This design comes from an exercise in tuning for small area and a short achievable clock period on the open sky130 flow, not from production work. RTL that was checked went through simulation tests only; none was proved equivalent to the original.

==> module frame_detect, before the edit <==
module frame_detect (
    input  wire         clk,
    input  wire         rst,           
    input  wire         in_valid,
    input  wire [15:0]  in_mag,
    output reg          msg_valid,
    output reg          msg_long,
    output wire [111:0] msg_data
);
    reg         rst_q;           
    reg         ev;              
    reg  [15:0] x;               
    always @(posedge clk) begin
        rst_q <= rst;
        ev    <= in_valid & ~rst;
        x     <= in_mag;
    end
    reg [15:0] w1, w2, w3, w4, w5, w6, w7, w8, w9, w10, w11;
    always @(posedge clk) begin
        if (ev) begin
            w1 <= x;  w2 <= w1; w3 <= w2; w4 <= w3; w5 <= w4;
            w6 <= w5; w7 <= w6; w8 <= w7; w9 <= w8; w10 <= w9;
            w11 <= w10;
        end
    end
    wire g1 = w1 > x;            
    wire g2 = w2 > x;
    wire g3 = w3 > x;
    wire g4 = w4 > x;
    wire g5 = w5 > x;
    wire g6 = w6 > x;
    wire l1 = w1 < x;            
    reg q1, q2, q3, q4, q5;
    always @(posedge clk) begin
        if (ev) begin
            q1 <= g1;
            q2 <= q1 & g2;
            q3 <= q2 & g3;
            q4 <= q3 & g4;
            q5 <= q4 & g5;
        end
    end
    reg  [17:0] part_q;
    reg  [15:0] mean_q;
    reg  [17:0] mean3_q;
    reg         mean_nz;
    wire [17:0] peak_sum = part_q + x;
    always @(posedge clk)
        if (ev) begin
            part_q  <= w8 + w6 + w1;
            mean_q  <= peak_sum[17:2];
            mean3_q <= 3 * mean_q;
            mean_nz <= mean_q != 16'd0;
        end
    wire quiet = mean_nz &&
                 ({2'b00, w11} < mean3_q) && ({2'b00, w9} < mean3_q) &&
                 ({2'b00, w4}  < mean3_q) && ({2'b00, w2} < mean3_q);
    reg        seen;             
    reg [14:1] pv;
    wire       verdict = pv[14] & q5 & g6;      
    always @(posedge clk) begin
        if (rst_q) begin
            seen <= 1'b0;
            pv   <= 14'd0;
        end else if (ev) begin
            seen   <= 1'b1;
            pv[1]  <= seen & g1;                 
            pv[2]  <= pv[1] & l1;                
            pv[3]  <= pv[2];
            pv[4]  <= pv[3];
            pv[5]  <= pv[4];
            pv[6]  <= pv[5] & q3 & g4;           
            pv[7]  <= pv[6] & l1;                
            pv[8]  <= pv[7] & g1;                
            pv[9]  <= pv[8] & l1;                
            pv[10] <= pv[9];
            pv[11] <= pv[10] & quiet;            
            pv[12] <= pv[11];
            pv[13] <= pv[12];
            pv[14] <= pv[13];
        end
    end
    reg        act;              
    reg        cur_long;
    reg  [7:0] fc;
    reg        pend;
    reg  [6:0] pc;
    reg [55:0] p, q;
    reg        stg;              
    reg        e_skip_end;       
    reg        e_pres_long;      
    reg        e_pres_short;     
    reg        e_lo;             
    reg        e_hi;             
    reg        e_to_p;           
    reg        e_to_q;           
    reg        e_move;           
    wire       cont   = act & ~e_skip_end;
    wire       act_n  = cont | (~act & verdict);
    wire       long_n = (act & (fc == 8'd1)) ? g1 : cur_long;
    wire       pend_n = (pend & ~e_pres_short) | (e_skip_end & ~cur_long);
    wire       stg_n  = (stg & ~e_move) | (act & (fc == 8'd1) & pend);
    wire       lo_n   = cont & ~fc[0] & (fc <= 8'd110);
    wire       hi_n   = cont & ~fc[0] & (fc >= 8'd112) & (fc <= 8'd222) & long_n;
    always @(posedge clk) begin
        if (rst_q) begin
            act          <= 1'b0;
            pend         <= 1'b0;
            stg          <= 1'b0;
            e_skip_end   <= 1'b0;
            e_pres_long  <= 1'b0;
            e_pres_short <= 1'b0;
            e_lo         <= 1'b0;
            e_hi         <= 1'b0;
            e_to_p       <= 1'b0;
            e_to_q       <= 1'b0;
            e_move       <= 1'b0;
        end else if (ev) begin
            act      <= act_n;
            cur_long <= long_n;
            pend     <= pend_n;
            stg      <= stg_n;
            fc       <= act ? fc + 8'd1 : 8'd0;
            pc       <= pend ? pc + 7'd1 : 7'd0;
            e_skip_end   <= cont & (fc == (long_n ? 8'd237 : 8'd125));
            e_pres_long  <= cont & long_n & (fc == 8'd222);
            e_pres_short <= pend_n & pend & (pc == 7'd95);
            e_lo         <= lo_n;
            e_hi         <= hi_n;
            e_to_p       <= lo_n & ~(pend_n | stg_n);
            e_to_q       <= (lo_n & (pend_n | stg_n)) | hi_n;
            e_move       <= stg_n & ~pend_n & ~lo_n & ~hi_n;
        end
    end
    always @(posedge clk) begin
        if (ev) begin
            if (e_to_p)
                p <= {p[54:0], g1};
            else if (e_move)
                p <= q;
            if (e_to_q)
                q <= {q[54:0], g1};
        end
    end
    reg [3:0] lng;
    always @(posedge clk) begin
        msg_valid <= ev & ~rst & (e_pres_long | e_pres_short);
        if (ev & (e_pres_long | e_pres_short))
            msg_long <= e_pres_long;
        lng[0] <= e_pres_long;
        lng[1] <= e_pres_long & ev;
        lng[2] <= e_pres_long & ~e_pres_short;
        lng[3] <= e_pres_long & ~rst;
    end
    assign msg_data = {p, q & {{14{lng[3]}}, {14{lng[2]}}, {14{lng[1]}}, {14{lng[0]}}}};
endmodule
Settings: LEC_CHECK=0, ABC_AREA=1, CAP_MARGIN=20, CORE_MARGIN=2, CORE_UTILIZATION=40, CTS_BUF_LIST=sky130_fd_sc_hd__clkbuf_16, CTS_CLUSTER_DIAMETER=80, CTS_CLUSTER_SIZE=30, SLEW_MARGIN=20; clock period 10.0 ns.
standard.sh (not shown) runs the stock make flow with config.mk's settings and CLKGATE_MAP_FILE= SYNTH_SCRIPT=/design/flow/synth_recipe.tcl, a recipe that flattens the netlist after the stock synthesis.
==> flow/flow/run.sh <==
#!/bin/bash
set -euo pipefail
export BUFFER_PORTS_ARGS="-buffer_cell sky130_fd_sc_hd__buf_2"
export SETUP_SLACK_MARGIN=6.6
bash standard.sh > flow.log 2>&1
Next try:
--- a/flow/design.v
+++ b/flow/design.v
@@ -7,31 +7,50 @@
     output reg          msg_long,
     output wire [111:0] msg_data
 );
     reg         rst_q;           
     reg         ev;              
+    reg         ev_w;            
     reg  [15:0] x;               
     always @(posedge clk) begin
         rst_q <= rst;
         ev    <= in_valid & ~rst;
+        ev_w  <= in_valid;
         x     <= in_mag;
     end
     reg [15:0] w1, w2, w3, w4, w5, w6, w7, w8, w9, w10, w11;
     always @(posedge clk) begin
-        if (ev) begin
+        if (ev_w) begin
             w1 <= x;  w2 <= w1; w3 <= w2; w4 <= w3; w5 <= w4;
             w6 <= w5; w7 <= w6; w8 <= w7; w9 <= w8; w10 <= w9;
             w11 <= w10;
         end
     end
-    wire g1 = w1 > x;            
-    wire g2 = w2 > x;
-    wire g3 = w3 > x;
-    wire g4 = w4 > x;
-    wire g5 = w5 > x;
-    wire g6 = w6 > x;
-    wire l1 = w1 < x;            
+    function gt;
+        input [17:0] a, b;
+        reg   [31:0] g, e;   
+        integer i, st;
+        begin
+            g = 32'd0;
+            e = 32'hffffffff;
+            g[17:0] = a & ~b;
+            e[17:0] = a | ~b;
+            for (st = 1; st < 32; st = st * 2)
+                for (i = 0; i < 32; i = i + 2 * st) begin
+                    g[i] = g[i + st] | (e[i + st] & g[i]);
+                    e[i] = e[i + st] & e[i];
+                end
+            gt = g[0];
+        end
+    endfunction
+    wire g1 = gt({2'b00, w1}, {2'b00, x});   
+    wire g2 = gt({2'b00, w2}, {2'b00, x});
+    wire g3 = gt({2'b00, w3}, {2'b00, x});
+    wire g4 = gt({2'b00, w4}, {2'b00, x});
+    wire g5 = gt({2'b00, w5}, {2'b00, x});
+    wire g6 = gt({2'b00, w6}, {2'b00, x});
+    wire l1 = gt({2'b00, x}, {2'b00, w1});   
     reg q1, q2, q3, q4, q5;
     always @(posedge clk) begin
         if (ev) begin
             q1 <= g1;
             q2 <= q1 & g2;
@@ -44,19 +63,19 @@
     reg  [15:0] mean_q;
     reg  [17:0] mean3_q;
     reg         mean_nz;
     wire [17:0] peak_sum = part_q + x;
     always @(posedge clk)
-        if (ev) begin
+        if (ev_w) begin
             part_q  <= w8 + w6 + w1;
             mean_q  <= peak_sum[17:2];
             mean3_q <= 3 * mean_q;
             mean_nz <= mean_q != 16'd0;
         end
     wire quiet = mean_nz &&
-                 ({2'b00, w11} < mean3_q) && ({2'b00, w9} < mean3_q) &&
-                 ({2'b00, w4}  < mean3_q) && ({2'b00, w2} < mean3_q);
+                 gt(mean3_q, {2'b00, w11}) && gt(mean3_q, {2'b00, w9}) &&
+                 gt(mean3_q, {2'b00, w4})  && gt(mean3_q, {2'b00, w2});
     reg        seen;             
     reg [14:1] pv;
     wire       verdict = pv[14] & q5 & g6;      
     always @(posedge clk) begin
         if (rst_q) begin
@@ -140,17 +159,14 @@
                 p <= q;
             if (e_to_q)
                 q <= {q[54:0], g1};
         end
     end
-    reg [3:0] lng;
+    reg [55:0] lo;
     always @(posedge clk) begin
         msg_valid <= ev & ~rst & (e_pres_long | e_pres_short);
         if (ev & (e_pres_long | e_pres_short))
             msg_long <= e_pres_long;
-        lng[0] <= e_pres_long;
-        lng[1] <= e_pres_long & ev;
-        lng[2] <= e_pres_long & ~e_pres_short;
-        lng[3] <= e_pres_long & ~rst;
+        lo <= {q[54:0], g1} & {56{ev & e_pres_long}};
     end
-    assign msg_data = {p, q & {{14{lng[3]}}, {14{lng[2]}}, {14{lng[1]}}, {14{lng[0]}}}};
+    assign msg_data = {p, lo};
 endmodule
After rerunning: Worst hold slack gets better by 0.019 ns; cell area grows by 0.86%; register-to-register slack is worse by 0.20 ns; wire length is about the same; global-route usage barely changes; clock-buffer cell count grows by 4.
Function not checked in the second run of this note: the RTL went through the layout flow alone.

[afterwards: timing with drivers on the ports]
In the flow no input, the clock included, has a driving cell. The finished layouts below were timed again as built, in two steps. Step 1: set_driving_cell puts a clkbuf_16 on clk and a buf_2 on each other input, an assumption about the parent block. Step 2 times the ports against the registers' clock, not the clock port: input delays grow and output delays shrink by t, the midpoint of the rising clock arrivals with the driver on. a / b / c = ideal / step 1 / step 2; a / b = the first two.
| run | t, ns | slack for setup (ns) | clock arrival spread, ns |
|---|---|---|---|
| the first run | 0.615 | 6.705 / 6.652 / 7.192 | 0.037 / 0.037 |
| the second run | 0.653 | 6.767 / 6.715 / 6.990 | 0.026 / 0.026 |
After both steps setup and hold are still met in every run listed.
